Context: an optimization exercise on an open-source flow, tuned for small area. The choices shown serve that exercise and are no tape-out recipe.
Where RTL was checked, it was by simulation tests only, not by an equivalence proof against the original.
Power figures rest on the tool's default switching activity, not on a simulated workload. The flow treats the clock pin as an ideal source, which a real chip does not have.

Setup of the baseline:
==> flow/design.v (excerpt) <==
module av2_rx_engine (
    input  wire       clk,
    input  wire       rst,           
    input  wire       rx_valid,      
    input  wire [7:0] rx_data,
    input  wire       rx_err,        
    input  wire [7:0] rd_addr,
    output reg  [7:0] rd_data,
    output reg        ev_commit,     
    output wire [2:0] ev_sub,
    output reg        ev_ready,      
    output reg        ev_error,      
    output wire [3:0] ev_err_code
);
Settings: LEC_CHECK=0, CAP_MARGIN=20, CORE_MARGIN=2, CORE_UTILIZATION=65, PLACE_DENSITY=0.75, SLEW_MARGIN=20, SYNTH_HIERARCHICAL=1; clock period 10.0 ns.
standard.sh (not shown) runs the stock make flow with config.mk's settings and CLKGATE_MAP_FILE= SYNTH_SCRIPT=/design/flow/synth_recipe.tcl, a recipe that flattens the netlist after the stock synthesis.
==> flow/flow/run.sh <==
#!/bin/bash
# Layout flow: the standard flow (standard.sh, unchanged synthesis) with
# these layout choices changed:
#  - port buffers use the smallest buffer cell (sky130_fd_sc_hd__buf_1);
#  - clock tree synthesis inserts no dummy loads and clusters up to 28 sinks;
# All of make's output goes to flow_make.log in the work folder; ORFS keeps
# each tool's own log under orfs/logs/.
set -euo pipefail
export BUFFER_PORTS_ARGS="-buffer_cell sky130_fd_sc_hd__buf_1"
export CTS_ARGS="-sink_clustering_enable -repair_clock_nets -sink_clustering_size 28 -sink_clustering_max_diameter 110 -dont_use_dummy_load -root_buf sky130_fd_sc_hd__clkbuf_8 -tree_buf sky130_fd_sc_hd__clkbuf_8"
bash standard.sh finish > flow_make.log 2>&1
The following lists how the candidate was set up differently from the baseline:
==> flow/flow/run.sh <==
#!/bin/bash
# Layout flow: the standard flow (standard.sh, unchanged synthesis) with
# these layout choices changed:
#  - port buffers use the smallest buffer cell (sky130_fd_sc_hd__buf_1);
#  - clock tree synthesis inserts no dummy loads and clusters up to 28 sinks;
#  - after global routing, repair_timing downsizes gates that have slack
#    (ORFS RECOVER_POWER).
# All of make's output goes to flow_make.log in the work folder; ORFS keeps
# each tool's own log under orfs/logs/.
set -euo pipefail
export BUFFER_PORTS_ARGS="-buffer_cell sky130_fd_sc_hd__buf_1"
export RECOVER_POWER=100
export CTS_ARGS="-sink_clustering_enable -repair_clock_nets -sink_clustering_size 28 -sink_clustering_max_diameter 110 -dont_use_dummy_load"
bash standard.sh finish > flow_make.log 2>&1
==> comparison <==
Looking at sum of met3 wire segment lengths after detailed routing across the candidate and the baseline, the one that comes out lower is the baseline.
Critical path class = in2out: the baseline; critical path class = in2reg: the candidate
The candidate: all stages done; final checks FAILED (capacitance limit, slew limit).
From the candidate to the baseline, count of clock-buffer cells in the layout did not move at all.
Of the candidate and the baseline, the baseline shows the lower total power, with the candidate above it.

========
Another version of the RTL of av2_rx_engine (not shown whole).
Size in the first run: roughly 1,000 cells after synthesis, about 38 I/O pins, about 16,000 sq um of cells after synthesis.
Settings: LEC_CHECK=0, CAP_MARGIN=20, CORE_MARGIN=2, CORE_UTILIZATION=75, CTS_CLUSTER_DIAMETER=100, CTS_CLUSTER_SIZE=30, PLACE_DENSITY=0.85, SLEW_MARGIN=20, SYNTH_HIERARCHICAL=1; clock period 10.0 ns.
run.sh (not shown) runs the stock make flow with config.mk's settings and CLKGATE_MAP_FILE= SYNTH_SCRIPT=/design/flow/synth_recipe.tcl, a recipe that flattens the netlist after the stock synthesis.
Stock flow here: none of the scripts above is used.
Then changed:
CORE_UTILIZATION = 65   (was 75)
CTS_CLUSTER_DIAMETER = 120   (was 100)
CTS_CLUSTER_SIZE = 24   (was 30)
PLACE_DENSITY = 0.75   (was 0.85)
After rerunning:
- combinational power came out higher slightly
- worst setup slack improved by 0.066 ns
- synthesized area stays the same
- first-iteration DRC count came out lower slightly
- via count came out lower by a few percent
- cell area came out higher slightly
- clock skew came out higher by 0.0056 ns
- die area came out higher by about a fifth
- sequential share of layout area came out lower by 0.58 points
- cell count came out higher by a few percent
Then changed:
CTS_CLUSTER_DIAMETER = not set   (was 120)
CTS_CLUSTER_SIZE = not set   (was 24)
Outcome: The new run produced a clean layout. Clock skew falls by 0.020 ns. Worst setup slack gains 0.074 ns. Core utilization rises by 2.8 points. Die area does not change. Non-clock buffer count is unchanged. Routed wire length rises slightly.
Then changed:
CTS_CLUSTER_DIAMETER = 150   (was not set)
CTS_CLUSTER_SIZE = 30   (was not set)
=> The new run completed without violations. Power shrinks by about 20%. Clock skew grows by 0.0089 ns. Flip-flop and latch count does not change. Final cell count shrinks by about 3.4%. Final area shrinks by 4.4%. Clock power shrinks by 44%.
Function was not checked in any run of this note: the RTL went through the layout flow alone.

========
av2_rx_engine with an RTL version that a note above also has.
For scale: about 950 cells after synthesis, ~38 I/O pins, roughly 16000 µm² of cells after synthesis.
Settings: LEC_CHECK=0, CAP_MARGIN=20, CORE_MARGIN=2, CORE_UTILIZATION=65, PLACE_DENSITY=0.75, SLEW_MARGIN=20, SYNTH_HIERARCHICAL=1; clock period 10.0 ns.
standard.sh (not shown) runs the stock make flow with config.mk's settings and CLKGATE_MAP_FILE= SYNTH_SCRIPT=/design/flow/synth_recipe.tcl, a recipe that flattens the netlist after the stock synthesis.
==> flow/flow/run.sh <==
#!/bin/bash
# Layout flow: the standard flow (standard.sh, unchanged synthesis) with
# two layout choices changed:
#  - port buffers use the smallest buffer cell (sky130_fd_sc_hd__buf_1);
#  - clock tree synthesis inserts no dummy loads.
# All of make's output goes to flow_make.log in the work folder; ORFS keeps
# each tool's own log under orfs/logs/.
set -euo pipefail
export BUFFER_PORTS_ARGS="-buffer_cell sky130_fd_sc_hd__buf_1"
export CTS_ARGS="-sink_clustering_enable -repair_clock_nets -sink_clustering_size 32 -sink_clustering_max_diameter 120 -dont_use_dummy_load"
bash standard.sh finish > flow_make.log 2>&1
Next try:
==> flow/run.sh (new file) <==
#!/bin/bash
# synth_recipe.tcl (not shown) runs the flow's synth.tcl, then flattens the netlist and writes it again
# the make line also repeats each setting of config.mk as NAME=value (left out here)
make -C /OpenROAD-flow-scripts/flow DESIGN_CONFIG=/design/flow/config.mk WORK_HOME=/design/flow/orfs CLKGATE_MAP_FILE= SYNTH_SCRIPT=/design/flow/synth_recipe.tcl finish
Settings changed: CTS_CLUSTER_DIAMETER set to 120, CTS_CLUSTER_SIZE set to 24.
removed: flow/flow/run.sh
removed: flow/standard.sh
Core utilization went up by 1.7 points.
Total power came out higher by 5.7%.
Routed wire length came out higher by 1.7%.
Clock power came out higher by 20%.
Combinational power climbs by 9.8%.
Cell area is higher by about 2.5%.
Die area is unchanged.
Register-to-register slack is better by 690 ps.
Via count rises by 1.7%.
Global-route usage increases by 0.41 points.
Critical path depth is unchanged.
Next try:
==> flow/flow/run.sh (new file) <==
#!/bin/bash
# Layout flow: the standard flow (standard.sh, unchanged synthesis) with
# these layout choices changed:
#  - port buffers use the smallest buffer cell (sky130_fd_sc_hd__buf_1);
#  - clock tree synthesis inserts no dummy loads;
#  - the buffers abc inserted are removed at floorplan (placement is not
#    timing driven, so repair_design alone buffers the netlist).
# All of make's output goes to flow_make.log in the work folder; ORFS keeps
# each tool's own log under orfs/logs/.
set -euo pipefail
export BUFFER_PORTS_ARGS="-buffer_cell sky130_fd_sc_hd__buf_1"
export REMOVE_ABC_BUFFERS=1
export CTS_ARGS="-sink_clustering_enable -repair_clock_nets -sink_clustering_size 32 -sink_clustering_max_diameter 120 -dont_use_dummy_load"
bash standard.sh finish > flow_make.log 2>&1
==> flow/standard.sh (new file) <==
#!/bin/bash
# synth_recipe.tcl (not shown) runs the flow's synth.tcl, then flattens the netlist and writes it again
# the make line also repeats each setting of config.mk as NAME=value (left out here)
make -C /OpenROAD-flow-scripts/flow DESIGN_CONFIG=/design/flow/config.mk WORK_HOME=/design/flow/orfs CLKGATE_MAP_FILE= SYNTH_SCRIPT=/design/flow/synth_recipe.tcl "${@:-finish}"
Settings changed: CTS_CLUSTER_DIAMETER 120 to not set, CTS_CLUSTER_SIZE 24 to not set, GPL_TIMING_DRIVEN set to 0.
removed: flow/run.sh
Sequential share of layout area went up by 1.1 points.
Cell area went down slightly.
Final cell count went down slightly.
Die area is unchanged.
Worst setup slack improves by 560 ps.
Total power went down by a few percent.
Wire length went down by a few percent.

========
Setup of lagoon:
av2_rx_engine, a different RTL version from the one above (not shown whole).
Size in the first run: ~960 cells after synthesis, about 38 I/O pins, about 0.016 sq mm of cells after synthesis.
## av2_rx_engine
module av2_rx_engine (
    input  wire       clk,
    input  wire       rst,           
    input  wire       rx_valid,      
    input  wire [7:0] rx_data,
    input  wire       rx_err,        
    input  wire [7:0] rd_addr,
    output reg  [7:0] rd_data,
    output reg        ev_commit,     
    output wire [2:0] ev_sub,
    output reg        ev_ready,      
    output reg        ev_error,      
    output wire [3:0] ev_err_code
);
==> flow/config.mk <==
export PLATFORM = sky130hd
export DESIGN_NAME = av2_rx_engine
export DESIGN_NICKNAME = av2_rx_engine
export VERILOG_FILES = /design/flow/design.v
export SDC_FILE = /design/flow/constraint.sdc
export NUM_CORES = 4
export LEC_CHECK = 0
export CAP_MARGIN = 20
export CORE_MARGIN = 2
export CORE_UTILIZATION = 65
export CTS_CLUSTER_DIAMETER = 120
export CTS_CLUSTER_SIZE = 24
export GPL_TIMING_DRIVEN = 0
export PLACE_DENSITY = 0.75
export SLEW_MARGIN = 20
export SYNTH_HIERARCHICAL = 1
==> flow/constraint.sdc <==
create_clock -name core_clock -period 10.0 [get_ports {clk}]
set_input_delay 2.0000 -clock core_clock [delete_from_list [all_inputs] [get_ports {clk}]]
set_output_delay 2.0000 -clock core_clock [all_outputs]
set_load 0.01 [all_outputs]
run.sh (not shown) runs the stock make flow with config.mk's settings and CLKGATE_MAP_FILE= SYNTH_SCRIPT=/design/flow/synth_recipe.tcl, a recipe that flattens the netlist after the stock synthesis.
Stock flow here: none of the scripts above is used.
lagoon completed end to end with timing, DRC and antenna clean.
Input-level comparison between zinc and lagoon:
Settings: GPL_TIMING_DRIVEN removed (was 0).
==> flow/flow/run.sh (new file) <==
#!/bin/bash
# Layout flow: the standard flow (standard.sh, unchanged synthesis) with
# two layout choices changed:
#  - port buffers use the smallest buffer cell (sky130_fd_sc_hd__buf_1);
#  - clock tree synthesis inserts no dummy loads.
# All of make's output goes to flow_make.log in the work folder; ORFS keeps
# each tool's own log under orfs/logs/.
set -euo pipefail
export BUFFER_PORTS_ARGS="-buffer_cell sky130_fd_sc_hd__buf_1"
export CTS_ARGS="-sink_clustering_enable -repair_clock_nets -sink_clustering_size 24 -sink_clustering_max_diameter 120 -dont_use_dummy_load"
bash standard.sh finish > flow_make.log 2>&1
==> flow/standard.sh (new file) <==
#!/bin/bash
# synth_recipe.tcl (not shown) runs the flow's synth.tcl, then flattens the netlist and writes it again
# the make line also repeats each setting of config.mk as NAME=value (left out here)
make -C /OpenROAD-flow-scripts/flow DESIGN_CONFIG=/design/flow/config.mk WORK_HOME=/design/flow/orfs CLKGATE_MAP_FILE= SYNTH_SCRIPT=/design/flow/synth_recipe.tcl "${@:-finish}"
removed: flow/run.sh
Results
Relative to lagoon, the period utilization of zinc is lower by 11 points. Diff lagoon..zinc | global-route wire length before repair | negligible. Summary of zinc over lagoon: critical path depth dropped 1, worst hold slack barely changed, synthesized cell area barely changed, fraction of area in multi-input gates climbed 0.50 points, number of cells on the worst reg-to-reg path dropped 3. Fraction of area in non-clock buffers: lagoon and zinc compared, higher one is lagoon. Looking at core utilization across lagoon and zinc, the one that comes out higher is lagoon. | setup slack | zinc vs lagoon | 1.11 ns higher |.
No run of this note included a check of the RTL's function; only the layout flow was run.

========
Setup of run A:
RTL: one of the versions met above, not the one the previous note started from.
Size: ~950 cells after synthesis, roughly 410 flip-flops, roughly 16000 µm² of cells after synthesis.
==> flow/design.v (excerpt) <==
module av2_rx_engine (
    input  wire       clk,
    input  wire       rst,           
    input  wire       rx_valid,      
    input  wire [7:0] rx_data,
    input  wire       rx_err,        
    input  wire [7:0] rd_addr,
    output reg  [7:0] rd_data,
    output reg        ev_commit,     
    output wire [2:0] ev_sub,
    output reg        ev_ready,      
    output reg        ev_error,      
    output wire [3:0] ev_err_code
);
    integer i;
    reg [5:0] cnt;
    reg       hbad;         
    reg [2:0] sub;          
    reg       lenok;        
    wire st_ovr = cnt[5] & cnt[0];
    wire st_err = cnt[5] & cnt[1];
    wire st_hold = st_ovr | st_err;
    wire is_eol  = (rx_data == 8'hFF);
    wire dbyte   = rx_valid & ~rx_err & ~is_eol;
    wire eol     = rx_valid & ~rx_err & is_eol;
    wire ws = (rx_data >= 8'h09 && rx_data <= 8'h0D) || rx_data == 8'h20;
    wire hdr_match = (cnt[2:0] == 3'd0 && rx_data == 8'h23) ||
                     (cnt[2:0] == 3'd1 && rx_data == 8'h41) ||
                     (cnt[2:0] == 3'd2 && rx_data == 8'h56) ||
                     (cnt[2:0] == 3'd3 && rx_data == 8'h32) ||
                     (cnt[2:0] == 3'd4 && rx_data == 8'h20);
    reg [2:0] code_sub;
    always @* begin
        case (rx_data)
            8'h69: code_sub = 3'd0;
            8'h6A: code_sub = 3'd1;
            8'h6B: code_sub = 3'd2;
            8'h6C: code_sub = 3'd3;
            8'h6D: code_sub = 3'd4;
            8'h6E: code_sub = 3'd5;
            default: code_sub = 3'd7;
        endcase
    end
    reg past_thr;
    always @* begin
        case (sub)
            3'd0: past_thr = (cnt >= 6'd10);
            3'd1: past_thr = (cnt >= 6'd18);
            3'd2: past_thr = (cnt >= 6'd27);
  ...
==> flow/config.mk <==
export PLATFORM = sky130hd
export DESIGN_NAME = av2_rx_engine
export DESIGN_NICKNAME = av2_rx_engine
export VERILOG_FILES = /design/flow/design.v
export SDC_FILE = /design/flow/constraint.sdc
export NUM_CORES = 4
export LEC_CHECK = 0
export CAP_MARGIN = 20
export CORE_MARGIN = 2
export CORE_UTILIZATION = 65
export PLACE_DENSITY = 0.75
export SLEW_MARGIN = 20
export SYNTH_HIERARCHICAL = 1
==> flow/constraint.sdc <==
create_clock -name core_clock -period 10.0 [get_ports {clk}]
set_input_delay 2.0000 -clock core_clock [delete_from_list [all_inputs] [get_ports {clk}]]
set_output_delay 2.0000 -clock core_clock [all_outputs]
set_load 0.01 [all_outputs]
standard.sh (not shown) runs the stock make flow with config.mk's settings and CLKGATE_MAP_FILE= SYNTH_SCRIPT=/design/flow/synth_recipe.tcl, a recipe that flattens the netlist after the stock synthesis.
==> flow/flow/run.sh <==
#!/bin/bash
# Layout flow: the standard flow (standard.sh, unchanged synthesis) with
# these layout choices changed:
#  - port buffers use the smallest buffer cell (sky130_fd_sc_hd__buf_1);
#  - clock tree synthesis inserts no dummy loads and clusters up to 28 sinks;
# All of make's output goes to flow_make.log in the work folder; ORFS keeps
# each tool's own log under orfs/logs/.
set -euo pipefail
export BUFFER_PORTS_ARGS="-buffer_cell sky130_fd_sc_hd__buf_1"
export CTS_ARGS="-sink_clustering_enable -repair_clock_nets -sink_clustering_size 28 -sink_clustering_max_diameter 110 -dont_use_dummy_load"
bash standard.sh finish > flow_make.log 2>&1
Run A finished end to end and its layout was clean on timing, DRC and antenna.
Inputs modified between run A and run B:
# run A
export LEC_CHECK = 0
export CAP_MARGIN = 20
export CORE_MARGIN = 2
export CORE_UTILIZATION = 65
export PLACE_DENSITY = 0.75
export SLEW_MARGIN = 20
export SYNTH_HIERARCHICAL = 1
create_clock -name core_clock -period 10.0 [get_ports {clk}]
# run B
export LEC_CHECK = 0
export CAP_MARGIN = 20
export CORE_MARGIN = 2
export CORE_UTILIZATION = 72
export PLACE_DENSITY = 0.82
export SLEW_MARGIN = 20
export SYNTH_HIERARCHICAL = 1
create_clock -name core_clock -period 10.0 [get_ports {clk}]
==> comparison <==
Run B vs run A: via count up in run B. In the tables for run A and run B, utilization reads higher with run B. Final standard cell area without fillers: run A vs run B, no meaningful difference. Row detailed-route wire length per cell: run B higher / run A lower. Of run B and run A, it is run B that has the higher met3 routed wirelength. In terms of clock insertion delay at the later pin of the skew report, run B and run A differ only marginally. For run A, the timing endpoint of the critical path was rd_data[1], unlike run B, where it was rd_data[5]. Taking run A as the reference, in run B cell count now sits lower; internal power consumption now sits at about the same level; height of the chip now sits lower.
Relative to run B, the following input files were edited for run C:
# run B
export LEC_CHECK = 0
export CAP_MARGIN = 20
export CORE_MARGIN = 2
export CORE_UTILIZATION = 72
export PLACE_DENSITY = 0.82
export SLEW_MARGIN = 20
export SYNTH_HIERARCHICAL = 1
create_clock -name core_clock -period 10.0 [get_ports {clk}]
# run C
export LEC_CHECK = 0
export CAP_MARGIN = 20
export CORE_MARGIN = 2
export CORE_UTILIZATION = 65
export PLACE_DENSITY = 0.75
export SLEW_MARGIN = 20
export SYNTH_HIERARCHICAL = 1
create_clock -name core_clock -period 10.0 [get_ports {clk}]
diff --git a/flow/flow/run.sh b/flow/flow/run.sh
--- a/flow/flow/run.sh
+++ b/flow/flow/run.sh
@@ -5 +5,3 @@
-#  - clock tree synthesis inserts no dummy loads and clusters up to 28 sinks;
+#  - clock tree synthesis inserts no dummy loads and clusters up to 17 sinks under sky130_fd_sc_hd__clkbuf_8 buffers;
+#  - after floorplan, combinational cells are set to their smallest drive
+#    (flow/downsize.tcl); placement's repairs size up what needs it.
@@ -10 +12,2 @@
-export CTS_ARGS="-sink_clustering_enable -repair_clock_nets -sink_clustering_size 28 -sink_clustering_max_diameter 110 -dont_use_dummy_load"
+export POST_FLOORPLAN_TCL="$PWD/flow/downsize.tcl"
+export CTS_ARGS="-sink_clustering_enable -repair_clock_nets -sink_clustering_size 17 -sink_clustering_max_diameter 80 -dont_use_dummy_load -buf_list sky130_fd_sc_hd__clkbuf_8 -root_buf sky130_fd_sc_hd__clkbuf_8 -sink_clustering_buffer sky130_fd_sc_hd__clkbuf_8"
==> flow/flow/downsize.tcl (new file) <==
# Sourced after floorplan (POST_FLOORPLAN_TCL): set every combinational cell
# to the smallest drive strength of its function. Placement's repair_design
# and the later timing repairs size up whatever then needs it.
set n 0
foreach inst [[ord::get_db_block] getInsts] {
  set master [[$inst getMaster] getName]
  if {![regexp {^(sky130_fd_sc_hd__[a-z0-9]+)_([0-9]+)$} $master -> base drive]} { continue }
  if {[regexp {df|dl|clk|buf|conb|tap|fill|decap|diode|probe} $base]} { continue }
  set best ""
  set best_area 1e9
  foreach d {0 1 2} {
    set cand [get_lib_cells -quiet ${base}_$d]
    if {$cand eq ""} { continue }
    set m [[ord::get_db] findMaster ${base}_$d]
    if {$m eq "NULL" || $m eq ""} { continue }
    set a [expr {[$m getWidth] * [$m getHeight]}]
    if {$a < $best_area} { set best_area $a; set best ${base}_$d }
  }
  set cur [[ord::get_db] findMaster $master]
  if {$best ne "" && $best ne $master && $best_area < [$cur getWidth] * [$cur getHeight]} {
    replace_cell [$inst getName] $best
    incr n
  }
}
puts "downsize.tcl: resized $n instances"
### Flow results
Between run C and run B, it is run C whose final wirelength is lower, by 2.3%.
Run B → run C: number of clock-tree buffers in the layout +10, buffer share of cell area level, worst slew margin relative to its limit decreased 3.1 points, number of tap cells added at floorplan picked up an extra 16%, register-to-register slack saw a decrease.
Run C leaves less setup margin than run B.
Changes observed in run C relative to run B: final non-filler cell area now smaller, post-route non-filler standard cell count went up 54, via count went down 291, synthesis-to-layout area growth moved down.
Input changes introduced in run D (baseline for comparison: run C):
diff --git a/flow/flow/run.sh b/flow/flow/run.sh
--- a/flow/flow/run.sh
+++ b/flow/flow/run.sh
@@ -5 +5 @@
-#  - clock tree synthesis inserts no dummy loads and clusters up to 17 sinks under sky130_fd_sc_hd__clkbuf_8 buffers;
+#  - clock tree synthesis inserts no dummy loads and clusters up to 28 sinks;
@@ -13 +13 @@
-export CTS_ARGS="-sink_clustering_enable -repair_clock_nets -sink_clustering_size 17 -sink_clustering_max_diameter 80 -dont_use_dummy_load -buf_list sky130_fd_sc_hd__clkbuf_8 -root_buf sky130_fd_sc_hd__clkbuf_8 -sink_clustering_buffer sky130_fd_sc_hd__clkbuf_8"
+export CTS_ARGS="-sink_clustering_enable -repair_clock_nets -sink_clustering_size 28 -sink_clustering_max_diameter 110 -dont_use_dummy_load"
==> comparison <==
NOTE: post-route worst setup slack in run D exceeds that of run C. Compared run D vs run C, and total chip power is up in run D. Run D vs. run C: power dissipated by switching net loads shows no meaningful change; routed wire length grew by 0.31%; worst hold slack lower; die area was more or less identical. [compare] base=run C new=run D: total of fill cells in the finished design ~0 delta; number of global-route vias before repair essentially unchanged. In the flow results for run D and run C, the global-route track usage on met3 is smaller on run D. Taking run C over run D, the number of DRC markers in iteration 0 ratio works out to 0.937. Sort run D and run C by wire length of the first global-routing pass, descending, and run D comes first.

-- re-timing with driven ports --
How much do the figures lean on ideal ports? The routed layouts below were timed once more, with nothing changed but the port constraints.
Step 1, drivers: a clkbuf_16 drives clk and a buf_2 each remaining input, both assumed.
Step 2 moves the port delays by t, midway between the first and last clock arrival at a register: inputs arrive t later, outputs are due t later. That takes back most of the time a late clock gives input paths.
Three values: ideal, step 1, step 2; two values: the first two.
| run | t (ns) | setup slack, ns | pins driven straight from the clock port |
|---|---|---|---|
| the baseline | 0.622 | 3.120 / 3.057 / 3.057 | 1 |
| the candidate | 0.556 | 2.229 / 2.258 / 1.701 | 1 |
| the first run of note 2 | 0.572 | 1.905 / 1.874 / 1.874 | 1 |
| the second run of note 2 | 0.578 | 1.972 / 1.947 / 1.947 | 1 |
| the third run of note 2 | 0.575 | 2.046 / 2.022 / 2.022 | 1 |
| the fourth run of note 2 | 0.570 | 2.044 / 2.019 / 2.019 | 1 |
| the first run of note 3 | 0.555 | 3.021 / 2.959 / 2.959 | 1 |
| the second run of note 3 | 0.560 | 2.395 / 2.344 / 2.344 | 1 |
| the third run of note 3 | 0.548 | 2.955 / 2.902 / 2.902 | 1 |
| lagoon | 0.572 | 2.120 / 2.080 / 2.080 | 1 |
| zinc | 0.552 | 3.229 / 3.182 / 3.182 | 1 |
| run A | 0.558 | 3.048 / 2.987 / 2.987 | 1 |
| run B | 0.567 | 3.287 / 3.264 / 3.264 | 1 |
| run C | 0.630 | 3.230 / 3.206 / 3.206 | 1 |
| run D | 0.562 | 3.277 / 3.254 / 3.254 | 1 |
For the candidate, which loses most, drivers alone change the setup slack by +0.029 ns; drivers and shift together by -0.528 ns.
